Source: an optimization exercise on an open RTL-to-GDS flow (aim: small area). Production flows keep margins and buffers that such runs may drop. The RTL was checked by simulation tests, not by an equivalence proof against the original design. The clock port is modelled as an ideal driver; clocking choices that lean on that would not hold on a real chip. Power is estimated from default activity; no workload was simulated.

[flow/constraint.sdc]
create_clock -name core_clock -period 10.0 [get_ports {clk}]
set_input_delay 2.0000 -clock core_clock [delete_from_list [all_inputs] [get_ports {clk}]]
set_output_delay 2.0000 -clock core_clock [all_outputs]
set_load 0.01 [all_outputs]
[flow/flow/small_buffers.tcl]
# Sourced before each placement, resizing, clock-tree and routing step: the resizer may
# use only the small buffers (buf_1, buf_2) when it repairs slew, capacitance or timing.
set_dont_use {sky130_fd_sc_hd__buf_4 sky130_fd_sc_hd__buf_6 sky130_fd_sc_hd__buf_8 sky130_fd_sc_hd__buf_12 sky130_fd_sc_hd__buf_16 sky130_fd_sc_hd__bufbuf_8 sky130_fd_sc_hd__bufbuf_16}
[flow/flow/abc_area.script]
strash
&get -n
&fraig -x
&put
scorr
dc2
strash
dc2
strash
&get -n
&deepsyn -J 60 -T 900
&dch -f
&nf -a -R 1000
&put
topo
[flow/design.v]
module adhat_engine (
    input  wire        clk,
    input  wire        rst,           
    input  wire        req_valid,
    output wire        req_ready,
    input  wire [4:0]  req_op,
    input  wire        req_adc,
    input  wire        req_sel,
    input  wire [7:0]  req_a,
    input  wire [7:0]  req_b,
    input  wire [7:0]  req_c,
    input  wire [7:0]  req_d,
    input  wire [7:0]  req_e,
    input  wire [7:0]  req_len,
    output wire [7:0]  lst_idx,
    input  wire        lst_sel,
    input  wire [7:0]  lst_a,
    input  wire [7:0]  lst_b,
    output wire        tp_valid,
    output reg  [3:0]  tp_kind,
    output reg  [7:0]  tp_data,
    input  wire        tp_ack,
    input  wire        tp_fail,
    input  wire [7:0]  tp_rdata,
    input  wire        tp_rdy,
    output wire        rsp_valid,
    output wire        val_valid,
    output wire [3:0]  rsp_status,
    output wire [31:0] rsp_value,
    output wire [7:0]  rsp_info_a,
    output wire [7:0]  rsp_info_b,
    output wire [7:0]  rsp_index,
    input  wire [4:0]  mir_addr,
    output wire [7:0]  mir_data,
    output reg  [2:0]  cfg_gain1,
    output reg  [3:0]  cfg_rate1,
    output reg  [2:0]  cfg_filt1,
    output reg         cfg_imode1,
    output reg  [2:0]  cfg_gain2,
    output reg  [1:0]  cfg_rate2,
    output reg         cfg_imode2,
    output reg         alive
);
    localparam NREG = 27;
    localparam OP_WRITEREG  = 5'h01, OP_READREG = 5'h02, OP_SENDCMD  = 5'h03,
               OP_WRITEBLK  = 5'h04, OP_VERIFY  = 5'h05, OP_CONVERT  = 5'h06,
               OP_SCAN      = 5'h07, OP_RTD     = 5'h08, OP_SETGAIN  = 5'h09,
               OP_SETRATE   = 5'h0A, OP_SETFILT = 5'h0B, OP_SETMODE  = 5'h0C,
               OP_HWRESET   = 5'h0D, OP_RELEASE = 5'h0E;
    localparam ST_OK = 4'd0, ST_TRANSPORT = 4'd1, ST_TIMEOUT = 4'd2, ST_CHECKSUM = 4'd3,
               ST_INVCHAN = 4'd4, ST_INVCONF = 4'd5, ST_FRAMELEN = 4'd6,
               ST_INVREG = 4'd7, ST_RELEASED = 4'd8;
    localparam TK_CSA = 4'd0, TK_CSD = 4'd1, TK_TX = 4'd2, TK_RX = 4'd3,
               TK_RDY = 4'd4, TK_PULSE = 4'd5, TK_DELAY = 4'd6, TK_IDLE = 4'd7;
    localparam S_IDLE  = 4'd0,                   S_CSA   = 4'd2,  S_CMD   = 4'd3,
               S_PAY   = 4'd4,  S_CSD   = 4'd5,  S_ABORT = 4'd6,  S_CALL  = 4'd7,
               S_NEXT  = 4'd8,  S_POLL  = 4'd9,  S_VLOOP = 4'd10, S_FCHK  = 4'd11,
               S_ERR   = 4'd12, S_RESP  = 4'd13, S_SLOAD = 4'd14, S_LOOP  = 4'd15;
    localparam P_MAIN  = 4'd0, P_EXMUX = 4'd1, P_EXMAG = 4'd2, P_MUX   = 4'd3,
               P_DLY   = 4'd4, P_START = 4'd5, P_POLL  = 4'd6, P_FRAME = 4'd7,
               P_RELMAG = 4'd8, P_RELMUX = 4'd9;
    reg [3:0] st;
    reg [3:0] step;
    reg [4:0] op;
    reg       adc;
    reg       sel;            
    reg [7:0] ra, rb, rc, rd;    
    reg [7:0] rp;             
    reg [2:0] rx;             
    reg       ebad;           
    reg [7:0] idx;            
    reg [7:0] acc;            
    reg [3:0] code;
    wire [31:0] fr = {rd, rb, ra, rp};
    wire [10:0] pcnt = {rx, rp};
    reg [7:0] mir [0:NREG-1];
    reg [7:0] mir_rd;
    integer ri;
    always @(*) begin
        mir_rd = 8'h00;
        for (ri = 0; ri < NREG; ri = ri + 1)
            mir_rd = mir_rd | (mir[ri] & {8{mir_addr == ri}});
    end
    assign mir_data  = mir_rd;
    assign req_ready = (st == S_IDLE);
    assign lst_idx   = idx;
    function [7:0] reset_value;
        input [4:0] a;
        begin
            case (a)
                5'h01: reset_value = 8'h11;
                5'h02: reset_value = 8'h05;
                5'h04: reset_value = 8'h80;
                5'h05: reset_value = 8'h04;
                5'h06: reset_value = 8'h01;
                5'h0C: reset_value = 8'h40;
                5'h0D: reset_value = 8'hBB;
                5'h16: reset_value = 8'h01;
                5'h1A: reset_value = 8'h40;
                default: reset_value = 8'h00;
            endcase
        end
    endfunction
    function [7:0] crc8_byte;
        input [7:0] c_in;
        input [7:0] b;
        integer k;
        reg [7:0] c;
        begin
            c = c_in ^ b;
            for (k = 0; k < 8; k = k + 1)
                c = c[7] ? ((c << 1) ^ 8'h07) : (c << 1);
            crc8_byte = c;
        end
    endfunction
    wire [10:0] blast1 = (cfg_rate1 == 4'd0)  ? 11'd1713 :
                         (cfg_rate1 == 4'd1)  ? 11'd273 :
                         (cfg_rate1 == 4'd2)  ? 11'd405  :
                         (cfg_rate1 == 4'd3)  ? 11'd456  :
                         (cfg_rate1 == 4'd4)  ? 11'd348  :
                         (cfg_rate1 == 4'd5)  ? 11'd201  :
                         (cfg_rate1 == 4'd6)  ? 11'd1048   :
                         (cfg_rate1 == 4'd7)  ? 11'd2001   :
                         (cfg_rate1 == 4'd8)  ? 11'd2032   :
                         (cfg_rate1 == 4'd9)  ? 11'd2023   :
                         (cfg_rate1 == 4'd10) ? 11'd2041   :
                         (cfg_rate1 == 4'd11) ? 11'd2044   : 11'd1022;
    wire [10:0] blast2 = (cfg_rate2 == 2'd0) ? 11'd405 :
                         (cfg_rate2 == 2'd1) ? 11'd2001  :
                         (cfg_rate2 == 2'd2) ? 11'd2032  : 11'd1951;
    wire [10:0] blast  = adc ? blast2 : blast1;
    wire is_verify = (op == OP_VERIFY);
    wire is_scan   = (op == OP_SCAN);
    wire is_rtd    = (op == OP_RTD);
    wire [7:0] maxidx  = adc ? 8'd9 : 8'd10;
    wire       bad_p   = (ra > maxidx);
    wire       bad_n   = sel && (rb > maxidx);
    wire [1:0] chk_field = mir[2][1:0];
    wire       chk_unsup = (chk_field == 2'b00) || (chk_field == 2'b11);
    wire [7:0] mux_byte  = {ra[3:0], sel ? rb[3:0] : 4'hA};
    wire [2:0] gain_code = {ra[7] | ra[6] | ra[5] | ra[4],
                            ra[7] | ra[6] | ra[3] | ra[2],
                            ra[7] | ra[5] | ra[3] | ra[1]};
    wire [1:0] rate2_code = {ra[3] | ra[4], ra[0] | ra[4]};
    wire [7:0] rtd_delay_ms = (rx == 3'd0) ? 8'd0  :
                              (rx == 3'd1) ? 8'd1  :
                              (rx == 3'd2) ? 8'd2  :
                              (rx == 3'd3) ? 8'd5  :
                              (rx == 3'd4) ? 8'd10 :
                              (rx == 3'd5) ? 8'd20 :
                              (rx == 3'd6) ? 8'd50 : 8'd100;
    wire q_ctrl_cmd = (req_a == 8'h04) || (req_a == 8'h06) || (req_a == 8'h08) ||
                      (req_a == 8'h0A) || (req_a == 8'h0C) || (req_a == 8'h0E);
    wire [5:0] q_blk_sum = {1'b0, req_a[4:0]} + {1'b0, req_b[4:0]};
    wire q_blk_bad = (req_a > NREG) || (req_b > NREG) || (q_blk_sum > NREG);
    wire q_hi0 = (req_a[7:4] == 4'd0);
    wire q_lo0 = (req_a[3:0] == 4'd0);
    wire q_p2lo = (req_a[3:0] == 4'd1) || (req_a[3:0] == 4'd2) || (req_a[3:0] == 4'd4) || (req_a[3:0] == 4'd8);
    wire q_p2hi = (req_a[7:4] == 4'd1) || (req_a[7:4] == 4'd2) || (req_a[7:4] == 4'd4) || (req_a[7:4] == 4'd8);
    wire q_gain_ok = ((q_hi0 && q_p2lo) || (q_lo0 && q_p2hi)) && (req_adc || !req_a[7]);
    wire q_rate2_ok = (req_a == 8'd2) || (req_a == 8'd7) || (req_a == 8'd8) || (req_a == 8'd16);
    reg [4:0] t_addr;         
    reg [7:0] t_wd;           
    reg       t_wreg;         
    reg [7:0] t_cmd;          
    reg       t_rd;           
    reg       t_none;         
    always @(*) begin
        t_addr = ra[4:0];
        t_wd   = rb;
        t_wreg = 1'b1;
        t_rd   = 1'b0;
        t_none = 1'b0;
        case (step)
            P_EXMUX:  begin t_addr = 5'h0D; t_wd = rp; end
            P_EXMAG:  begin t_addr = 5'h0E; t_wd = rd; end
            P_MUX:    begin t_addr = adc ? 5'h16 : 5'h06; t_wd = mux_byte; end
            P_RELMAG: begin t_addr = 5'h0E; t_wd = 8'h00; end
            P_RELMUX: begin t_addr = 5'h0D; t_wd = 8'hBB; end
            P_START:  begin t_wreg = 1'b0; t_none = 1'b1; end
            P_FRAME:  begin t_wreg = 1'b0; t_rd = 1'b1; end
            default: begin
                case (op)
                    OP_READREG:  begin t_wreg = 1'b0; t_rd = 1'b1; end
                    OP_SENDCMD:  begin t_wreg = 1'b0; t_none = 1'b1; end
                    OP_WRITEBLK: t_wd = lst_a;
                    OP_SETGAIN: begin
                        t_addr = adc ? 5'h15 : 5'h05;
                        t_wd   = adc ? {mir[21][7:3], gain_code} : {mir[5][7], gain_code, mir[5][3:0]};
                    end
                    OP_SETRATE: begin
                        t_addr = adc ? 5'h15 : 5'h05;
                        t_wd   = adc ? {rate2_code, mir[21][5:0]} : {mir[5][7:4], ra[3:0]};
                    end
                    OP_SETFILT: begin
                        t_addr = 5'h04;
                        t_wd   = {ra[2:0], mir[4][4:0]};
                    end
                    default: ;
                endcase
            end
        endcase
        case (step)
            P_START: t_cmd = adc ? 8'h0C : 8'h08;
            P_FRAME: t_cmd = adc ? 8'h14 : 8'h12;
            default: t_cmd = t_wreg ? {3'b010, t_addr} : (t_rd ? {3'b001, ra[4:0]} : ra);
        endcase
    end
    wire frame_ck  = adc ? (rx == 3'd3) : (rx == 3'd4);
    assign tp_valid = (st == S_CSA) || (st == S_CMD) || (st == S_PAY) || (st == S_CSD) ||
                      (st == S_ABORT) || (st == S_CALL) || (st == S_POLL);
    always @(*) begin
        tp_kind = TK_CSA;
        tp_data = 8'h00;
        case (st)
            S_CSA:   tp_kind = TK_CSA;
            S_CMD:   begin tp_kind = TK_TX; tp_data = t_cmd; end
            S_PAY:   begin tp_kind = t_rd ? TK_RX : TK_TX; tp_data = t_rd ? 8'h00 : t_wd; end
            S_CSD,
            S_ABORT: tp_kind = TK_CSD;
            S_CALL:  begin
                if (step == P_DLY) begin tp_kind = TK_DELAY; tp_data = rtd_delay_ms; end
                else tp_kind = (op == OP_HWRESET) ? TK_PULSE : TK_IDLE;
            end
            S_POLL:  tp_kind = TK_RDY;
            default: ;
        endcase
    end
    wire acked = tp_valid && tp_ack;
    wire       amode = is_verify ? ra[0] : chk_field[0];    
    wire [7:0] abyte = is_verify ? lst_a : tp_rdata;
    wire [7:0] anext = amode ? (acc + abyte) : crc8_byte(acc, abyte);
    wire resp   = (st == S_RESP);
    wire ok     = (code == ST_OK);
    assign rsp_valid  = resp;
    assign val_valid  = (st == S_FCHK) && is_scan && (acc == 8'h00);
    assign rsp_status = code;
    wire show_frame = ((op == OP_CONVERT) || is_rtd || (is_scan && !resp)) && ok;
    wire show_byte  = (op == OP_READREG) && ok;
    wire match      = (acc == rb);
    assign rsp_value[31:24] = show_frame ? (adc ? {8{fr[23]}} : fr[31:24]) : 8'h00;
    assign rsp_value[23:8]  = show_frame ? fr[23:8] : 16'h0000;
    assign rsp_value[7:1]   = (show_frame || show_byte) ? fr[7:1] : 7'd0;
    assign rsp_value[0]     = ((show_frame || show_byte) && fr[0]) || (is_verify && ok && match);
    assign rsp_info_a = (code == ST_INVREG)  ? ((ra >= NREG) ? ra : NREG) :
                        (code == ST_INVCHAN) ? (bad_p ? ra : rb) : 8'h00;
    assign rsp_info_b = (code == ST_INVREG)  ? NREG :
                        (code == ST_INVCHAN) ? maxidx : 8'h00;
    assign rsp_index  = (is_scan && !ok) ? idx : 8'h00;    
    wire mir_we  = (st == S_CSD) && acked && !tp_fail && t_wreg;
    wire reload  = rst || ((st == S_NEXT) && (step == P_MAIN) &&
                           ((op == OP_SENDCMD && ra == 8'h06) || op == OP_HWRESET));
    wire [7:0] wd_lo = t_wd & {8{!reload}};     
    wire [7:0] wd_hi = t_wd | {8{reload}};      
    genvar gi;
    generate
        for (gi = 0; gi < NREG; gi = gi + 1) begin : g_mir
            localparam [7:0] RV = reset_value(gi);
            always @(posedge clk)
                if (reload || (mir_we && t_addr == gi))
                    mir[gi] <= (wd_hi & RV) | (wd_lo & ~RV);
        end
    endgenerate
    integer i;
    task reload_state;
        begin
            cfg_gain1  <= 3'd0;
            cfg_rate1  <= 4'd4;
            cfg_filt1  <= 3'd4;
            cfg_imode1 <= 1'b0;
            cfg_gain2  <= 3'd0;
            cfg_rate2  <= 2'd0;
            cfg_imode2 <= 1'b0;
        end
    endtask
    task go;
        input [3:0] nstep;
        begin
            step <= nstep;
            st   <= (nstep == P_DLY || (nstep == P_MAIN && (op == OP_HWRESET || op == OP_RELEASE))) ? S_CALL : S_CSA;
        end
    endtask
    task fail;
        input [3:0] c;
        begin
            if (code == ST_OK) code <= c;
            st <= S_ERR;
        end
    endtask
    task respond;
        input [3:0] c;
        begin
            code <= c;
            st   <= S_RESP;
        end
    endtask
    always @(posedge clk) begin
        if (rst) begin
            st    <= S_IDLE;
            alive <= 1'b1;
            reload_state;
        end else begin
            case (st)
                S_IDLE: begin
                    if (req_valid) begin
                        op   <= req_op;
                        adc  <= req_adc;
                        sel  <= req_sel || (req_op == OP_RTD);
                        ra   <= req_a;
                        rb   <= req_b;
                        rc   <= req_len;
                        rp   <= req_c;
                        rd   <= req_d;
                        rx   <= req_e[2:0];
                        ebad <= (req_e[7:3] != 5'd0);
                        idx  <= 8'd0;
                        acc  <= req_a[0] ? 8'h9B : 8'h00;
                        code <= ST_OK;
                        step <= P_MAIN;
                        if (!alive) begin
                            respond(ST_RELEASED);
                        end else begin
                            case (req_op)
                                OP_WRITEREG, OP_READREG: begin
                                    if (req_a >= NREG) respond(ST_INVREG);
                                    else st <= S_CSA;
                                end
                                OP_SENDCMD: begin
                                    if (!q_ctrl_cmd) respond(ST_INVCONF);
                                    else st <= S_CSA;
                                end
                                OP_WRITEBLK: begin
                                    if (req_len != req_b)
                                        respond(ST_FRAMELEN);
                                    else if (req_b == 8'd0)
                                        respond(ST_OK);
                                    else if (q_blk_bad)
                                        respond(ST_INVREG);
                                    else
                                        st <= S_LOOP;
                                end
                                OP_VERIFY: begin
                                    if (req_a > 8'd1) respond(ST_INVCONF);
                                    else st <= S_VLOOP;
                                end
                                OP_CONVERT, OP_RTD: st <= S_SLOAD;
                                OP_SCAN: st <= S_LOOP;
                                OP_SETGAIN: begin
                                    if (!q_gain_ok) respond(ST_INVCONF);
                                    else st <= S_CSA;
                                end
                                OP_SETRATE: begin
                                    if (req_adc ? !q_rate2_ok : (req_a > 8'd15)) respond(ST_INVCONF);
                                    else st <= S_CSA;
                                end
                                OP_SETFILT: begin
                                    if (req_adc || req_a > 8'd4) respond(ST_INVCONF);
                                    else st <= S_CSA;
                                end
                                OP_SETMODE: begin
                                    if (req_a > 8'd1)
                                        respond(ST_INVCONF);
                                    else begin
                                        if (!req_adc) cfg_imode1 <= req_a[0];
                                        else          cfg_imode2 <= req_a[0];
                                        respond(ST_OK);
                                    end
                                end
                                OP_HWRESET: st <= S_CALL;
                                OP_RELEASE: begin
                                    alive <= 1'b0;
                                    st    <= S_CALL;
                                end
                                default: respond(ST_INVCONF);
                            endcase
                        end
                    end
                end
                S_CSA: if (acked) begin
                    if (tp_fail) fail(ST_TRANSPORT);
                    else st <= S_CMD;
                end
                S_CMD: if (acked) begin
                    if (tp_fail) st <= S_ABORT;
                    else begin
                        if (step == P_FRAME) begin
                            acc <= chk_field[0] ? 8'h9B : (adc ? 8'h6C : 8'h7E);
                            rx  <= 3'd0;
                        end
                        st  <= t_none ? S_CSD : S_PAY;
                    end
                end
                S_PAY: if (acked) begin
                    if (tp_fail) st <= S_ABORT;
                    else if (step == P_FRAME) begin
                        rx <= rx + 3'd1;
                        if (frame_ck) begin
                            acc <= acc ^ tp_rdata;
                            st  <= S_CSD;
                        end else begin
                            acc <= anext;
                            {rd, rb, ra, rp} <= {rb, ra, rp, tp_rdata};
                        end
                    end else begin
                        if (t_rd) rp <= tp_rdata;
                        st <= S_CSD;
                    end
                end
                S_CSD: if (acked) begin
                    if (tp_fail) fail(ST_TRANSPORT);
                    else begin
                        if (t_wreg) begin
                            if (op == OP_SETGAIN) begin
                                if (!adc) cfg_gain1 <= gain_code;
                                else      cfg_gain2 <= gain_code;
                            end
                            if (op == OP_SETRATE) begin
                                if (!adc) cfg_rate1 <= ra[3:0];
                                else      cfg_rate2 <= rate2_code;
                            end
                            if (op == OP_SETFILT)
                                cfg_filt1 <= ra[2:0];
                        end
                        st <= S_NEXT;
                    end
                end
                S_ABORT: if (acked) fail(ST_TRANSPORT);
                S_CALL: if (acked) begin
                    if (tp_fail) fail(ST_TRANSPORT);
                    else st <= S_NEXT;
                end
                S_POLL: if (acked) begin
                    if (tp_fail) fail(ST_TRANSPORT);
                    else if (tp_rdy) go(P_FRAME);
                    else if (pcnt == blast) fail(ST_TIMEOUT);
                    else {rx, rp} <= {pcnt[9:0], ~(pcnt[10] ^ pcnt[8])};
                end
                S_NEXT: begin
                    case (step)
                        P_MAIN: begin
                            if ((op == OP_SENDCMD && ra == 8'h06) || op == OP_HWRESET)
                                reload_state;
                            if (op == OP_WRITEBLK) begin
                                ra[4:0] <= ra[4:0] + 5'd1;
                                idx <= idx + 8'd1;
                                st  <= S_LOOP;
                            end else
                                st <= S_RESP;
                        end
                        P_EXMUX: go(P_EXMAG);
                        P_EXMAG: go(P_MUX);
                        P_MUX:   go((is_rtd && rx != 3'd0) ? P_DLY : P_START);
                        P_DLY:   go(P_START);
                        P_START: begin
                            {rx, rp} <= 11'd0;
                            step <= P_POLL;
                            st   <= S_POLL;
                        end
                        P_FRAME: st <= S_FCHK;
                        P_RELMAG: go(P_RELMUX);
                        default: st <= S_RESP;
                    endcase
                end
                S_FCHK: begin
                    if (acc != 8'h00)
                        fail(ST_CHECKSUM);
                    else if (is_scan) begin
                        idx <= idx + 8'd1;
                        st  <= S_LOOP;
                    end else if (is_rtd)
                        go(P_RELMAG);
                    else
                        st <= S_RESP;
                end
                S_LOOP: begin
                    if (idx == rc)
                        st <= S_RESP;
                    else if (is_scan) begin
                        ra  <= lst_a;
                        rb  <= lst_b;
                        sel <= lst_sel;
                        st  <= S_SLOAD;
                    end else
                        go(P_MAIN);
                end
                S_SLOAD: begin
                    if (bad_p || bad_n)
                        respond(ST_INVCHAN);
                    else if (chk_unsup || (is_rtd && ebad))
                        respond(ST_INVCONF);
                    else
                        go(is_rtd ? P_EXMUX : P_MUX);
                end
                S_VLOOP: begin
                    if (idx == rc)
                        st <= S_RESP;
                    else begin
                        acc <= anext;
                        idx <= idx + 8'd1;
                    end
                end
                S_ERR: begin
                    if (is_rtd && step != P_RELMUX)
                        go((step == P_RELMAG) ? P_RELMUX : P_RELMAG);
                    else
                        st <= S_RESP;
                end
                S_RESP: st <= S_IDLE;
                default: st <= S_IDLE;
            endcase
        end
    end
endmodule
[flow/config.mk]
export PLATFORM = sky130hd
export DESIGN_NAME = adhat_engine
export DESIGN_NICKNAME = adhat_engine
export VERILOG_FILES = /design/flow/design.v
export SDC_FILE = /design/flow/constraint.sdc
export NUM_CORES = 4
export LEC_CHECK = 0
export CAP_MARGIN = 20
export CORE_MARGIN = 2
export CORE_UTILIZATION = 40
export GPL_ROUTABILITY_DRIVEN = 0
export PLACE_DENSITY = 0.6
export SLEW_MARGIN = 20
[flow/standard.sh]
#!/bin/bash
# synth_recipe.tcl (not shown) runs the flow's synth.tcl, then flattens the netlist and writes it again
# the make line also repeats each setting of config.mk as NAME=value (left out here)
make -C /OpenROAD-flow-scripts/flow DESIGN_CONFIG=/design/flow/config.mk WORK_HOME=/design/flow/orfs CLKGATE_MAP_FILE= SYNTH_SCRIPT=/design/flow/synth_recipe.tcl "${@:-finish}"
[flow/flow/synth.tcl]
# The standard flow's synthesis script (synth_recipe.tcl: ORFS synthesis without Yosys's fsm and share
# passes, then flattened, with the function-call nets renamed), except that the combinational
# logic is mapped with an area-oriented ABC script (flow/abc_area.script). The registers are
# mapped before ABC runs, so they are the standard synthesis's, with the same names and cells.
proc synth {args} { yosys synth -nofsm -noshare {*}$args }
proc abc {args} {
    set i [lsearch -exact $args -script]
    if {$i >= 0} { set args [lreplace $args [expr {$i + 1}] [expr {$i + 1}] $::env(AREA_ABC_SCRIPT)] }
    yosys abc {*}$args
}
source $::env(SCRIPTS_DIR)/synth.tcl
# left out here: clear keep_hierarchy, flatten, clean up, hide names made inside functions, write 1_2_yosys.v
[flow/flow/run.sh]
#!/bin/bash
# The standard layout (the standard.sh and its ORFS steps), with these changes:
#  - synthesis is the standard flow's synthesis script with an area-oriented ABC script for the
#    combinational logic (flow/synth.tcl, flow/abc_area.script); registers are unchanged;
#  - the port buffers are made of the smallest buffer cell instead of the resizer's default;
#  - clock tree synthesis clusters up to 24 sinks per clkbuf_16 and adds no dummy loads;
#  - the resizer repairs nets with the small buffers only (flow/small_buffers.tcl, sourced
#    before each step that may insert buffers).
set -euo pipefail
F="$PWD/flow"
export AREA_ABC_SCRIPT="$F/abc_area.script"
bash standard.sh \
  "SYNTH_SCRIPT=$F/synth.tcl" \
  "BUFFER_PORTS_ARGS=-buffer_cell sky130_fd_sc_hd__buf_1" \
  "CTS_ARGS=-sink_clustering_enable -repair_clock_nets -dont_use_dummy_load -buf_list sky130_fd_sc_hd__clkbuf_16 -sink_clustering_size 24 -sink_clustering_max_diameter 100" \
  "PRE_GLOBAL_PLACE_TCL=$F/small_buffers.tcl" "PRE_RESIZE_TCL=$F/small_buffers.tcl" \
  "PRE_DETAIL_PLACE_TCL=$F/small_buffers.tcl" "PRE_CTS_TCL=$F/small_buffers.tcl" \
  "PRE_REPAIR_TIMING_POST_PLACE_TCL=$F/small_buffers.tcl" "PRE_GLOBAL_ROUTE_TCL=$F/small_buffers.tcl" \
  finish > standard_flow.log 2>&1
==> run_summary.xml, run 1 <==
<?xml version="1.0" encoding="UTF-8"?>
<metrics>
  <group name="run_status">
    <metric name="run_status" unit="">finished clean</metric>
  </group>
  <group name="critical_path">
    <metric name="critical_path.endpoint_type" unit="">primary output</metric>
    <metric name="critPathMaxFanout" unit="">8</metric>
    <metric name="worstPathArrival" unit="ns">4.32</metric>
    <metric name="path_class" unit="">in -&gt; out</metric>
    <metric name="timing.critical_path.cells" unit="">buf_1 -&gt; clkinv_1 -&gt; or3_1 -&gt; nor2_1 -&gt; a222oi_1 -&gt; nand4_1 -&gt; buf_1</metric>
    <metric name="cp_slowest_cell" unit="">nor2_1</metric>
    <metric name="worst_ep_required_time" unit="ns">8.00</metric>
    <metric name="slowest_delay" unit="ns">0.59</metric>
    <metric name="worst_path_most_repeated_cell" unit="">buf_1</metric>
    <metric name="timing.critical_path.from_type" unit="">primary input</metric>
  </group>
  <group name="floorplanning">
    <metric name="start_util" unit="%">40.5</metric>
    <metric name="fp.dieArea" unit="µm²">42000</metric>
    <metric name="die_height" unit="µm">205</metric>
    <metric name="placeableCoreArea" unit="µm²">39800</metric>
    <metric name="fp-row-count" unit="">73</metric>
    <metric name="die-width" unit="µm">205</metric>
    <metric name="io_pins" unit="">201</metric>
  </group>
  <group name="sta">
    <metric name="unrepaired_setup_endpoints_after_global_routing" unit="">no</metric>
    <metric name="slew_hr" unit="%">20.4</metric>
    <metric name="timing.hold.ws" unit="ns">0.494</metric>
    <metric name="drv_slew" unit="">0</metric>
    <metric name="max_slew.worst_pin.slew" unit="ns">1.19</metric>
    <metric name="worst_slack" unit="ns">3.68</metric>
    <metric name="final_period_minus_worst_setup_slack" unit="ns">6.32</metric>
    <metric name="hold_viol" unit="">0</metric>
    <metric name="tns" unit="ns">0</metric>
    <metric name="finalSetupViolations" unit="">0</metric>
    <metric name="clock.fmax" unit="MHz">158</metric>
    <metric name="post-route-period-util" unit="%">63.2</metric>
    <metric name="finalClockSkew" unit="ns">0.0438</metric>
  </group>
  <group name="power_and_ir_drop">
    <metric name="leakage" unit="nW">6.01</metric>
    <metric name="power_per_cell_area" unit="nW/µm²">244</metric>
    <metric name="ir_drop" unit="mV">0.114</metric>
  </group>
  <group name="worst_hold_path">
    <metric name="worstHoldPathType" unit="">reg -&gt; reg</metric>
  </group>
  <group name="route">
    <metric name="detailroute.via_count" unit="">14700</metric>
    <metric name="post_drt_via_cell_ratio" unit="">6.54</metric>
    <metric name="drt.antenna.violating_nets" unit="">0</metric>
    <metric name="post-route-drc-count" unit="">0</metric>
    <metric name="post_drt_wl_per_cell" unit="µm">27.9</metric>
    <metric name="drt-initial-drc-count" unit="">2165</metric>
    <metric name="number_of_detailed_routing_iterations_run_before_antenna_repair" unit="">9</metric>
    <metric name="routed_wl" unit="µm">62700</metric>
  </group>
  <group name="global_routing">
    <metric name="gr-usage-all-layers" unit="%">29.4</metric>
    <metric name="first_global_vias" unit="">13600</metric>
    <metric name="grt_start_max_net_pins" unit="">30</metric>
    <metric name="grt.overflow.total" unit="">0</metric>
    <metric name="grt_pass1_wl" unit="µm">90300</metric>
    <metric name="antenna_found_initial" unit="">3</metric>
  </group>
  <group name="synthesis">
    <metric name="synth.yosys.warnings" unit="">2</metric>
    <metric name="yosys.cell_types.count" unit="">62</metric>
    <metric name="mappedNetlistArea" unit="µm²">16100</metric>
    <metric name="synthesis.instances" unit="">1480</metric>
    <metric name="synthMostInstantiatedCell" unit="">edfxtp_1</metric>
    <metric name="synth_top_cell_by_area" unit="">edfxtp_1</metric>
    <metric name="postSynthRegisterBits" unit="">313</metric>
    <metric name="synth_top_area_share" unit="%">54.1</metric>
    <metric name="synth-edff-count" unit="">291</metric>
    <metric name="yosys-top-cells-count" unit="">291 x edfxtp_1, 189 x nand2_1, 153 x nor2_1, 97 x o21ai_0, 77 x a21oi_1</metric>
    <metric name="synth-seq-area-share" unit="%">56.9</metric>
    <metric name="async_reset_ff_share" unit="%">0</metric>
    <metric name="syn_area_per_cell" unit="µm²">10.9</metric>
    <metric name="postSynth.topFlopCell" unit="">edfxtp_1</metric>
    <metric name="synth.top_cells.by_area" unit="">edfxtp_1 54%, nand2_1 4.4%, nor2_1 3.6%</metric>
  </group>
  <group name="clock_network">
    <metric name="clock_insertion_delay_worst_skew" unit="ns">0.53</metric>
    <metric name="clk_pin_slew_worst_paths" unit="ns">0.07</metric>
    <metric name="hold_buffers" unit="">0</metric>
    <metric name="clkSinkCount" unit="">313</metric>
    <metric name="cts_tree" unit="">yes</metric>
    <metric name="cts-buffers-inserted" unit="">17</metric>
    <metric name="ctsResizeCount" unit="">0</metric>
    <metric name="count_of_buffers_added_by_post_cts_timing_repair_for_setup" unit="">0</metric>
  </group>
  <group name="place">
    <metric name="placedCellCount" unit="">2227</metric>
    <metric name="placement_setup_slack" unit="ns">3.75</metric>
    <metric name="dpl.hpwl" unit="µm">47900</metric>
    <metric name="placedInstanceArea" unit="µm²">17600</metric>
    <metric name="io_buffer_count" unit="">195</metric>
  </group>
  <group name="final_layout">
    <metric name="design.final.nets" unit="">1847</metric>
    <metric name="nFillCells" unit="">3830</metric>
    <metric name="final_cell_count_no_fill" unit="">2246</metric>
    <metric name="share_of_post_route_cells_with_drive_strength_above_1" unit="%">1.51</metric>
    <metric name="layout.cell_area.non_filler" unit="µm²">18100</metric>
    <metric name="area_delta_synth_final" unit="%">12.0</metric>
  </group>
  <group name="run">
    <metric name="maxCapViolCount" unit="">0</metric>
  </group>
</metrics>
==> cells by family (layout without fill, tap and decap cells) <==
family / count (synthesis) / count (layout) / synth area share [%]
AOI/OAI and AO/OA: 422 / 422 / 18.3
xor gates and xnor gates: 52 / 52 / 2.82
adders and majority gates: 34 / 34 / 2.73
buffers and inverters: 57 / 293 / 1.44
DFF: 313 / 313 / 56.9
muxes: 8 / 8 / 0.550
other: 1 / 6 / 0.0232
and+or+nand+nor: 593 / 593 / 17.2
==> report_power, final <==
part / switching (mW) / internal, mW / total [mW]
combinational: 0.975 / 0.412 / 1.39
clock: 0.396 / 0.305 / 0.701
sequential: 0.402 / 1.93 / 2.33
total: 1.77 / 2.64 / 4.42
==> per-stage QoR <==
step | power (mW) | util [%]
floorplan | 2.96 | -
global placement | 3.67 | 44.3
detailed placement | 3.67 | 44.3
CTS | 4.36 | 45.4
global route | 4.58 | 45.4
finish | 4.42 | 45.4
==> final cells by class <==
class / count / area, µm² / area share, %
Antenna cell: 1 / 2.50 / 0.0138
Clock buffer: 17 / 425 / 2.35
Inverter: 52 / 195 / 1.08
Multi-Input combinational cell: 1114 / 6780 / 37.5
Sequential cell: 313 / 9180 / 50.8
Tap cell: 525 / 657 / 3.63
Timing Repair Buffer: 224 / 842 / 4.66
==> worst max-delay path, delay by kind of cell <==
| family | cells | cell delay, ns |
|---|---|---|
| compound gates | 1 | 0.41 |
| buf+inv | 3 | 0.56 |
| simple gates | 3 | 1.33 |
==> cells in the final DEF (no fill, tap or decap), types with 17 or more instances in the layout <==
| cell | count |
|---|---|
| a22o_1 | 21 |
| o21ai_0 | 81 |
| a22oi_1 | 48 |
| a21oi_1 | 77 |
| and2_0 | 32 |
| xor2_1 | 27 |
| nand3_1 | 45 |
| nor2_1 | 148 |
| ha_1 | 32 |
| clkinv_1 | 52 |
| edfxtp_1 | 291 |
| nand4_1 | 32 |
| nor3_1 | 43 |
| dfxtp_1 | 22 |
| a221oi_1 | 27 |
| xnor2_1 | 25 |
| clkbuf_16 | 17 |
| buf_1 | 223 |
| nand2_1 | 189 |
| a222oi_1 | 48 |
==> flip-flops by register name (all words and copies together) (netlist names), 2 cells and up <==
register / flops
rc: 8
acc: 8
idx: 8
cfg_gain2: 3
ra: 8
rd: 8
cfg_filt1: 3
op: 5
cfg_gain1: 3
st: 4
rp: 8
cfg_rate1: 4
code: 4
cfg_rate2: 2
mir: 216
rx: 3
step: 4
rb: 8
==> path summary, 6_finish.rpt <==
check	from	endpoint	slack (ns)	cells past startpoint
max reg2reg	st[3]	mir[12][3]	4.95	8
max	mir_addr[1]	mir_data[2]	3.68	7
min	cfg_filt1[2]	cfg_filt1[2]	0.49	2
min reg2reg	cfg_filt1[2]	cfg_filt1[2]	0.49	2
==> per-layer routing <==
layer  share of wire [%]  up-vias  track usage (%)
li1                    -     6301                -
met1                  35     6961             37.1
met2                  47     1187             48.4
met3                  12      231             6.24
met4                 5.8        2             13.3
met5               0.018        -                0
==> run 2: changes to the inputs <==
--- a/flow/design.v
+++ b/flow/design.v
@@ -43,9 +43,9 @@
 );
     localparam NREG = 27;
-    localparam OP_WRITEREG  = 5'h01, OP_READREG = 5'h02, OP_SENDCMD  = 5'h03,
-               OP_WRITEBLK  = 5'h04, OP_VERIFY  = 5'h05, OP_CONVERT  = 5'h06,
-               OP_SCAN      = 5'h07, OP_RTD     = 5'h08, OP_SETGAIN  = 5'h09,
-               OP_SETRATE   = 5'h0A, OP_SETFILT = 5'h0B, OP_SETMODE  = 5'h0C,
-               OP_HWRESET   = 5'h0D, OP_RELEASE = 5'h0E;
+    localparam OP_WRITEREG  = 4'h01, OP_READREG = 4'h02, OP_SENDCMD  = 4'h03,
+               OP_WRITEBLK  = 4'h04, OP_VERIFY  = 4'h05, OP_CONVERT  = 4'h06,
+               OP_SCAN      = 4'h07, OP_RTD     = 4'h08, OP_SETGAIN  = 4'h09,
+               OP_SETRATE   = 4'h0A, OP_SETFILT = 4'h0B, OP_SETMODE  = 4'h0C,
+               OP_HWRESET   = 4'h0D, OP_RELEASE = 4'h0E;
     localparam ST_OK = 4'd0, ST_TRANSPORT = 4'd1, ST_TIMEOUT = 4'd2, ST_CHECKSUM = 4'd3,
                ST_INVCHAN = 4'd4, ST_INVCONF = 4'd5, ST_FRAMELEN = 4'd6,
@@ -62,5 +62,5 @@
     reg [3:0] st;
     reg [3:0] step;
-    reg [4:0] op;
+    reg [3:0] op;             
     reg       adc;
     reg       sel;            
@@ -304,5 +304,5 @@
                 S_IDLE: begin
                     if (req_valid) begin
-                        op   <= req_op;
+                        op   <= (req_op[4] || req_op[3:0] == 4'hF) ? 4'h0 : req_op[3:0];
                         adc  <= req_adc;
                         sel  <= req_sel || (req_op == OP_RTD);
==> run 2 against run 1 <==
Synthesized cell count unchanged. Combinational power shrank 5%. Register-to-register slack better by 0.05 ns. Clock-buffer cell count stayed put. Largest power group unchanged. Highest routed layer is now met4. Largest cell class unchanged. Synthesized area down 0.40%.
==> run_summary.xml, run 2 <==
<?xml version="1.0" encoding="UTF-8"?>
<metrics>
  <group name="synthesis">
    <metric name="synthesis.instances" unit="">1480</metric>
    <metric name="synth_top_cell_by_area" unit="">edfxtp_1</metric>
    <metric name="synth_top_area_share" unit="%">54.2</metric>
    <metric name="async_reset_ff_share" unit="%">0</metric>
    <metric name="syn_area_per_cell" unit="µm²">10.9</metric>
    <metric name="yosys.cell_types.count" unit="">59</metric>
    <metric name="synthMostInstantiatedCell" unit="">edfxtp_1</metric>
    <metric name="postSynth.topFlopCell" unit="">edfxtp_1</metric>
    <metric name="synth-seq-area-share" unit="%">56.9</metric>
    <metric name="mappedNetlistArea" unit="µm²">16100</metric>
    <metric name="synth.top_cells.by_area" unit="">edfxtp_1 54%, nand2_1 4.6%, nor2_1 3.8%</metric>
    <metric name="postSynthRegisterBits" unit="">312</metric>
    <metric name="synth-edff-count" unit="">290</metric>
    <metric name="yosys-top-cells-count" unit="">290 x edfxtp_1, 198 x nand2_1, 164 x nor2_1, 99 x o21ai_0, 53 x a21oi_1</metric>
    <metric name="synth.yosys.warnings" unit="">2</metric>
  </group>
  <group name="sta">
    <metric name="finalClockSkew" unit="ns">0.0634</metric>
    <metric name="tns" unit="ns">0</metric>
    <metric name="post-route-period-util" unit="%">63.3</metric>
    <metric name="unrepaired_setup_endpoints_after_global_routing" unit="">no</metric>
    <metric name="worst_slack" unit="ns">3.67</metric>
    <metric name="final_period_minus_worst_setup_slack" unit="ns">6.33</metric>
    <metric name="slew_hr" unit="%">18.4</metric>
    <metric name="hold_viol" unit="">0</metric>
    <metric name="clock.fmax" unit="MHz">158</metric>
    <metric name="drv_slew" unit="">0</metric>
    <metric name="finalSetupViolations" unit="">0</metric>
    <metric name="max_slew.worst_pin.slew" unit="ns">1.21</metric>
  </group>
  <group name="route">
    <metric name="routed_wl" unit="µm">62300</metric>
    <metric name="post-route-drc-count" unit="">0</metric>
    <metric name="drt.antenna.violating_nets" unit="">0</metric>
    <metric name="number_of_detailed_routing_iterations_run_before_antenna_repair" unit="">10</metric>
    <metric name="detailroute.via_count" unit="">14500</metric>
    <metric name="post_drt_wl_per_cell" unit="µm">27.7</metric>
    <metric name="drt-initial-drc-count" unit="">2439</metric>
    <metric name="post_drt_via_cell_ratio" unit="">6.44</metric>
  </group>
  <group name="clock_network">
    <metric name="count_of_buffers_added_by_post_cts_timing_repair_for_setup" unit="">0</metric>
    <metric name="ctsResizeCount" unit="">0</metric>
    <metric name="hold_buffers" unit="">0</metric>
    <metric name="cts_tree" unit="">yes</metric>
    <metric name="clkSinkCount" unit="">312</metric>
    <metric name="clk_pin_slew_worst_paths" unit="ns">0.09</metric>
    <metric name="clock_insertion_delay_worst_skew" unit="ns">0.53</metric>
    <metric name="cts-buffers-inserted" unit="">17</metric>
  </group>
  <group name="floorplanning">
    <metric name="die-width" unit="µm">204</metric>
    <metric name="fp-row-count" unit="">73</metric>
    <metric name="fp.dieArea" unit="µm²">41800</metric>
    <metric name="start_util" unit="%">40.5</metric>
    <metric name="io_pins" unit="">201</metric>
    <metric name="die_height" unit="µm">204</metric>
    <metric name="placeableCoreArea" unit="µm²">39700</metric>
  </group>
  <group name="final_layout">
    <metric name="final_cell_mix" unit="">290 x edfxtp_1, 222 x buf_1, 198 x nand2_1</metric>
    <metric name="postLayoutCoreUtil" unit="%">45.4</metric>
    <metric name="register_ranked_first_by_flip_flop_count" unit="">mir</metric>
    <metric name="antenna-diode-count" unit="">0</metric>
    <metric name="design.final.nets" unit="">1849</metric>
    <metric name="share_of_post_route_cells_with_drive_strength_above_1" unit="%">1.92</metric>
    <metric name="layout_commonest_cell" unit="">edfxtp_1</metric>
    <metric name="area_delta_synth_final" unit="%">12.2</metric>
    <metric name="flip_flop_count_of_the_largest_register_after_layout" unit="">216</metric>
  </group>
  <group name="critical_path">
    <metric name="timing.critical_path.cells" unit="">buf_1 -&gt; or2_0 -&gt; nor3_1 -&gt; a22o_1 -&gt; a221oi_1 -&gt; nand4_1 -&gt; nor2_1 -&gt; nand4_1 -&gt; buf_1</metric>
    <metric name="worstPathArrival" unit="ns">4.33</metric>
    <metric name="critical_path.endpoint_type" unit="">primary output</metric>
    <metric name="cp_slowest_cell" unit="">nor3_1</metric>
    <metric name="path_class" unit="">in -&gt; out</metric>
    <metric name="critPathMaxFanout" unit="">8</metric>
    <metric name="timing.critical_path.from_type" unit="">primary input</metric>
    <metric name="slowest_delay" unit="ns">0.98</metric>
    <metric name="worst_ep_required_time" unit="ns">8.00</metric>
  </group>
  <group name="power_and_ir_drop">
    <metric name="combPwrFrac" unit="%">30.8</metric>
    <metric name="power_per_cell_area" unit="nW/µm²">238</metric>
    <metric name="share_clk_of_total_power" unit="%">16.4</metric>
    <metric name="ir_drop" unit="mV">0.118</metric>
    <metric name="power.share.sequential" unit="%">52.8</metric>
    <metric name="netSwitchingFraction" unit="%">39.6</metric>
    <metric name="leakage" unit="nW">5.98</metric>
    <metric name="power_report.internal_total" unit="mW">2.59</metric>
    <metric name="total_switching_power" unit="mW">1.70</metric>
  </group>
  <group name="global_routing">
    <metric name="first_global_vias" unit="">13700</metric>
    <metric name="grt_pass1_wl" unit="µm">90200</metric>
    <metric name="antenna_found_initial" unit="">1</metric>
    <metric name="grt_start_max_net_pins" unit="">38</metric>
    <metric name="gr-usage-all-layers" unit="%">29.4</metric>
    <metric name="grt.overflow.total" unit="">0</metric>
  </group>
  <group name="place">
    <metric name="io_buffer_count" unit="">195</metric>
    <metric name="dpl.hpwl" unit="µm">47400</metric>
    <metric name="placement_setup_slack" unit="ns">3.79</metric>
  </group>
  <group name="run">
    <metric name="maxCapViolCount" unit="">0</metric>
  </group>
  <group name="run_status">
    <metric name="run_status" unit="">finished clean</metric>
  </group>
  <group name="worst_hold_path">
    <metric name="worstHoldPathType" unit="">reg -&gt; reg</metric>
  </group>
</metrics>
-- run 2: kinds of logic after synthesis --
logic type	synth area share [%]
and+or+nand+nor	18.4
AOI/OAI and AO/OA	17.4
other	0.0233
buffers and inverters	1.19
adders and majority gates	2.74
DFF	56.9
xor gates and xnor gates	2.72
muxes	0.677
-- run 2: cell type report --
| type | instances | area [µm²] |
|---|---|---|
| Fill cell | 3808 | 21700 |
| Tap cell | 525 | 657 |
| Multi-Input combinational cell | 1126 | 6800 |
| Sequential cell | 312 | 9150 |
| Inverter | 41 | 154 |
| Timing Repair Buffer | 226 | 853 |
| Clock buffer | 17 | 425 |
-- run 2: path summary, 6_finish.rpt --
| kind | from | end | slack [ns] | cells past startpoint |
|---|---|---|---|---|
| worst min-delay path | cfg_gain2[0] | cfg_gain2[0] | 0.47 | 2 |
| worst max register to register | step[1] | mir[2][4] | 5.00 | 9 |
| worst max-delay path | mir_addr[0] | mir_data[4] | 3.67 | 9 |
| worst min register to register | cfg_gain2[0] | cfg_gain2[0] | 0.47 | 2 |
-- run 2: power groups by stage --
stage	clock, mW	combinational, mW	sequential, mW
finish	0.705	1.32	2.27
global route	0.748	1.43	2.27
CTS	0.710	1.28	2.24
detailed placement	0	1.28	2.27
global placement	0	1.26	2.28
floorplan	0	0.822	2.06
-- run 2: per-stage QoR --
step                      area (µm²)  std cells  power, mW  hold WS [ns]
final                          18000       2247       4.29         0.472
after global routing           18000       2247       4.45         0.500
after CTS                      18000       2247       4.24         0.479
after detailed placement       17600       2230       3.55         0.459
after global placement         17600       2230       3.54         0.452
after floorplan                16100       1484       2.88         0.473
-- run 2: worst max-delay path, delay by kind of cell --
family / cells / cell delay [ns]
AO/OA/AOI/OAI: 2 / 0.34
buffers and inverters: 2 / 0.27
AND/OR/NAND/NOR: 5 / 1.72
-- run 2: metal layers --
layer | up-vias | track usage, % | part of all wire, % | routed length, µm
li1 | 6277 | - | - | -
met1 | 6830 | 36.8 | 36 | 22500
met2 | 1135 | 49.7 | 47 | 29300
met3 | 232 | 5.39 | 11 | 6930
met4 | 0 | 12.8 | 5.7 | 3580
met5 | - | 0.595 | 0 | 0
==> run 3: changes to the inputs <==
--- a/flow/config.mk
+++ b/flow/config.mk
@@ -8,6 +8,6 @@
 export CAP_MARGIN = 20
 export CORE_MARGIN = 2
-export CORE_UTILIZATION = 40
+export CORE_UTILIZATION = 65
 export GPL_ROUTABILITY_DRIVEN = 0
-export PLACE_DENSITY = 0.6
+export PLACE_DENSITY = 0.8
 export SLEW_MARGIN = 20
==> run 3 against run 2 <==
Cell area down 1.5%. Still clean. Combinational power about the same. Synthesized area unchanged. Wire length down 4.2%. Hold slack worse by 0.0079 ns. Total power up 1.1%. Clock skew down 0.0048 ns. Critical endpoint is now mir_data[1]. Cell count down 9.1%. Synthesized cell count unchanged. Clock power down 1%. Largest power group unchanged. Global-route usage up 16 points. Maximum frequency about the same.
==> run_summary.xml, run 3 <==
<?xml version="1.0" encoding="UTF-8"?>
<metrics>
  <group name="sta">
    <metric name="max_slew.worst_pin.slew" unit="ns">1.26</metric>
    <metric name="finalClockSkew" unit="ns">0.0586</metric>
    <metric name="clock.fmax" unit="MHz">158</metric>
    <metric name="tns" unit="ns">0</metric>
    <metric name="final_period_minus_worst_setup_slack" unit="ns">6.33</metric>
    <metric name="finalSetupViolations" unit="">0</metric>
    <metric name="hold_viol" unit="">0</metric>
    <metric name="slew_hr" unit="%">15.8</metric>
    <metric name="unrepaired_setup_endpoints_after_global_routing" unit="">no</metric>
    <metric name="drv_slew" unit="">0</metric>
    <metric name="post-route-period-util" unit="%">63.3</metric>
  </group>
  <group name="synthesis">
    <metric name="postSynth.topFlopCell" unit="">edfxtp_1</metric>
    <metric name="postSynthRegisterBits" unit="">312</metric>
    <metric name="synth-seq-area-share" unit="%">56.9</metric>
    <metric name="syn_area_per_cell" unit="µm²">10.9</metric>
    <metric name="yosys-top-cells-count" unit="">290 x edfxtp_1, 198 x nand2_1, 164 x nor2_1, 99 x o21ai_0, 53 x a21oi_1</metric>
    <metric name="synthesis.instances" unit="">1480</metric>
    <metric name="yosys.cell_types.count" unit="">59</metric>
    <metric name="synth_top_family_by_area" unit="">simple AND/OR/NAND/NOR gates</metric>
    <metric name="muxShareOfSynthArea" unit="%">0.677</metric>
    <metric name="synth.top_cells.by_area" unit="">edfxtp_1 54%, nand2_1 4.6%, nor2_1 3.8%</metric>
    <metric name="synth_top_cell_by_area" unit="">edfxtp_1</metric>
    <metric name="synthMostInstantiatedCell" unit="">edfxtp_1</metric>
    <metric name="async_reset_ff_share" unit="%">0</metric>
    <metric name="synth_compound_gate_area_share" unit="%">17.4</metric>
    <metric name="yosys.area_share.adder" unit="%">2.74</metric>
    <metric name="synth_simple_gate_area_share" unit="%">18.4</metric>
    <metric name="synth-edff-count" unit="">290</metric>
    <metric name="synth.yosys.warnings" unit="">2</metric>
    <metric name="synth_top_area_share" unit="%">54.2</metric>
    <metric name="mappedNetlistArea" unit="µm²">16100</metric>
    <metric name="synthXorXnorAreaFrac" unit="%">2.72</metric>
  </group>
  <group name="global_routing">
    <metric name="grt.busiest_layer" unit="">met1</metric>
    <metric name="grt_start_max_net_pins" unit="">38</metric>
    <metric name="grt.met2_usage" unit="%">60.0</metric>
    <metric name="grt_pass1_wl" unit="µm">86700</metric>
    <metric name="met1_usage" unit="%">64.0</metric>
    <metric name="first_global_vias" unit="">13700</metric>
    <metric name="gr-usage-all-layers" unit="%">45.3</metric>
    <metric name="grt.overflow.total" unit="">0</metric>
    <metric name="antenna_found_initial" unit="">1</metric>
    <metric name="grt_util_met3" unit="%">24.3</metric>
  </group>
  <group name="route">
    <metric name="number_of_detailed_routing_iterations_run_before_antenna_repair" unit="">20</metric>
    <metric name="detailroute.via_count" unit="">15400</metric>
    <metric name="post_drt_via_cell_ratio" unit="">7.54</metric>
    <metric name="routed_wl" unit="µm">59700</metric>
    <metric name="drt.antenna.violating_nets" unit="">0</metric>
    <metric name="post-route-drc-count" unit="">0</metric>
    <metric name="drt-initial-drc-count" unit="">3944</metric>
    <metric name="post_drt_wl_per_cell" unit="µm">29.2</metric>
  </group>
  <group name="place">
    <metric name="dpl.hpwl" unit="µm">44700</metric>
    <metric name="placedCellCount" unit="">2026</metric>
    <metric name="io_buffer_count" unit="">195</metric>
  </group>
  <group name="final_layout">
    <metric name="share_of_post_route_cells_with_drive_strength_above_1" unit="%">1.69</metric>
    <metric name="antenna-diode-count" unit="">0</metric>
    <metric name="area_delta_synth_final" unit="%">10.5</metric>
    <metric name="final_cell_count_no_fill" unit="">2043</metric>
    <metric name="layout_commonest_cell" unit="">edfxtp_1</metric>
    <metric name="design.final.nets" unit="">1846</metric>
    <metric name="flip_flop_count_of_the_largest_register_after_layout" unit="">216</metric>
    <metric name="final_cell_mix" unit="">290 x edfxtp_1, 219 x buf_1, 198 x nand2_1</metric>
    <metric name="register_ranked_first_by_flip_flop_count" unit="">mir</metric>
  </group>
  <group name="critical_path">
    <metric name="timing.critical_path.cells" unit="">buf_1 -&gt; clkinv_1 -&gt; or3_1 -&gt; nor2_1 -&gt; a22o_1 -&gt; a221oi_1 -&gt; nand4_1 -&gt; nor2_1 -&gt; nand4_1 -&gt; buf_1</metric>
    <metric name="reg2reg_depth" unit="">8</metric>
    <metric name="worstPathArrival" unit="ns">4.33</metric>
    <metric name="critPathMaxFanout" unit="">8</metric>
    <metric name="cp-startpoint" unit="">mir_addr[1]</metric>
    <metric name="crit-reg2reg-launch" unit="">ra[0]</metric>
    <metric name="path_class" unit="">in -&gt; out</metric>
    <metric name="timing.rr.end" unit="">mir[4][2]</metric>
    <metric name="timing.critical_path.from_type" unit="">primary input</metric>
    <metric name="critical-path-top-delay-family" unit="">simple AND/OR/NAND/NOR gates</metric>
    <metric name="slowest_delay" unit="ns">0.62</metric>
    <metric name="critical_path.endpoint_type" unit="">primary output</metric>
    <metric name="cp_slowest_cell" unit="">nor2_1</metric>
    <metric name="timing.critical_path.buf_inv" unit="">3</metric>
    <metric name="worst_ep_required_time" unit="ns">8.00</metric>
    <metric name="ff2ff_setup_slack" unit="ns">5.05</metric>
  </group>
  <group name="worst_hold_path">
    <metric name="min_path_cells" unit="">2</metric>
    <metric name="timing.hold.worst.start" unit="">cfg_filt1[2]</metric>
    <metric name="min_delay_endpoint" unit="">cfg_filt1[2]</metric>
    <metric name="worstHoldPathType" unit="">reg -&gt; reg</metric>
  </group>
  <group name="power_and_ir_drop">
    <metric name="power.share.sequential" unit="%">53.0</metric>
    <metric name="totalPowerFinal" unit="mW">4.34</metric>
    <metric name="share_clk_of_total_power" unit="%">16.1</metric>
    <metric name="power_report.internal_total" unit="mW">2.59</metric>
    <metric name="total_switching_power" unit="mW">1.75</metric>
    <metric name="leakage" unit="nW">5.98</metric>
    <metric name="combPwrFrac" unit="%">30.9</metric>
    <metric name="ir_drop" unit="mV">0.173</metric>
    <metric name="power_per_cell_area" unit="nW/µm²">244</metric>
    <metric name="netSwitchingFraction" unit="%">40.2</metric>
  </group>
  <group name="clock_network">
    <metric name="clock_insertion_delay_worst_skew" unit="ns">0.53</metric>
    <metric name="clkSinkCount" unit="">312</metric>
    <metric name="ctsResizeCount" unit="">0</metric>
    <metric name="cts_tree" unit="">yes</metric>
    <metric name="hold_buffers" unit="">0</metric>
    <metric name="count_of_buffers_added_by_post_cts_timing_repair_for_setup" unit="">0</metric>
    <metric name="cts-buffers-inserted" unit="">17</metric>
    <metric name="clk_pin_slew_worst_paths" unit="ns">0.09</metric>
  </group>
  <group name="run_status">
    <metric name="run_status" unit="">finished clean</metric>
  </group>
  <group name="run">
    <metric name="maxCapViolCount" unit="">0</metric>
  </group>
  <group name="floorplanning">
    <metric name="die-width" unit="µm">161</metric>
    <metric name="die_height" unit="µm">161</metric>
    <metric name="placeableCoreArea" unit="µm²">24300</metric>
    <metric name="fp.dieArea" unit="µm²">26000</metric>
    <metric name="start_util" unit="%">66.1</metric>
    <metric name="io_pins" unit="">201</metric>
    <metric name="fp-row-count" unit="">57</metric>
  </group>
</metrics>
## run 3: cell counts after synthesis
No cell type changed its count.
## run 3: area by class of cell
cell class                      instances  area [µm²]
Sequential cell                       312        9150
Multi-Input combinational cell       1126        6790
Fill cell                            1774        6560
Timing Repair Buffer                  223         842
Clock buffer                           17         425
Tap cell                              324         405
Inverter                               41         154
## run 3: how the worst max path moves through the flow
stage                  end  slack [ns]  cells after the start
5_1_grt        mir_data[6]        3.70                      9
2_1_floorplan   tp_data[0]        4.16                      4
6_report       mir_data[1]        3.67                     10
3_3_place_gp   mir_data[4]        3.84                      9
4_1_cts        mir_data[4]        3.79                      9
3_5_place_dp   mir_data[4]        3.80                      9
## run 3: cells by family after synthesis
family                   count (synthesis)
XOR/XNOR                                50
AND/OR/NAND/NOR                        631
AO/OA/AOI/OAI                          396
buffers and inverters                   46
flip-flops                             312
adder cells (fa/ha/maj)                 34
multiplexers                            10
other                                    1
## run 3: worst min-delay path: cells and delay by family (launching register included)
family	cells	cell delay (ns)
AOI/OAI and AO/OA	1	0.05
buffers and inverters	1	0.04
DFF	1	0.33
## run 3: per-stage QoR
stage / setup slack (ns) / hold slack, ns / util, % / instance area [µm²]
after floorplan: 4.16 / 0.473 / - / 16100
after global placement: 3.84 / 0.446 / 71.2 / 17300
after detailed placement: 3.80 / 0.448 / 71.2 / 17300
after CTS: 3.79 / 0.464 / 73.0 / 17700
after global routing: 3.70 / 0.487 / 73.0 / 17800
final: 3.67 / 0.464 / 73.0 / 17800
## run 3: power by group through the flow
| stage | combinational, mW | clock, mW | sequential [mW] |
|---|---|---|---|
| after floorplan | 0.822 | 0 | 2.06 |
| after global placement | 1.22 | 0 | 2.27 |
| after detailed placement | 1.26 | 0 | 2.26 |
| after CTS | 1.26 | 0.692 | 2.24 |
| after global routing | 1.42 | 0.737 | 2.29 |
| final | 1.34 | 0.697 | 2.30 |
## run 3: layer usage
metal | vias up | wire length [µm]
met5 | - | 108
met4 | 6 | 3170
met3 | 354 | 13300
met2 | 1764 | 22500
met1 | 7011 | 20600
li1 | 6264 | -

-- re-timing with driven ports --
The results above use ideal ports. As a check the final layouts listed here were re-extracted and re-timed, cells and wires unchanged. Step 1 (the two cells are an assumption about what drives the block):
set clk [get_ports {clk}]
set_driving_cell -lib_cell sky130_fd_sc_hd__clkbuf_16 $clk
set_driving_cell -lib_cell sky130_fd_sc_hd__buf_2 [delete_from_list [all_inputs] $clk]
Step 2, shift: input delay + t, output delay - t, t = (earliest + latest rising clock arrival at the registers) / 2. This alone moves slack from input paths to output paths. a / b / c = ideal ports / drivers / drivers and shift; a / b = the first two.
run	t (ns)	setup slack, ns	latest minus earliest clock arrival (ns)	worst data-port slew with drivers (ns)
run 1	0.565	3.676 / 3.653 / 3.653	0.044 / 0.044	0.09
run 2	0.550	3.673 / 3.653 / 3.653	0.064 / 0.064	0.06
run 3	0.550	3.670 / 3.645 / 3.645	0.059 / 0.059	0.05
After both steps setup and hold are still met in every run listed. The setup slack of run 3, which loses most, moves by -0.025 ns with the drivers and by -0.025 ns with both steps.
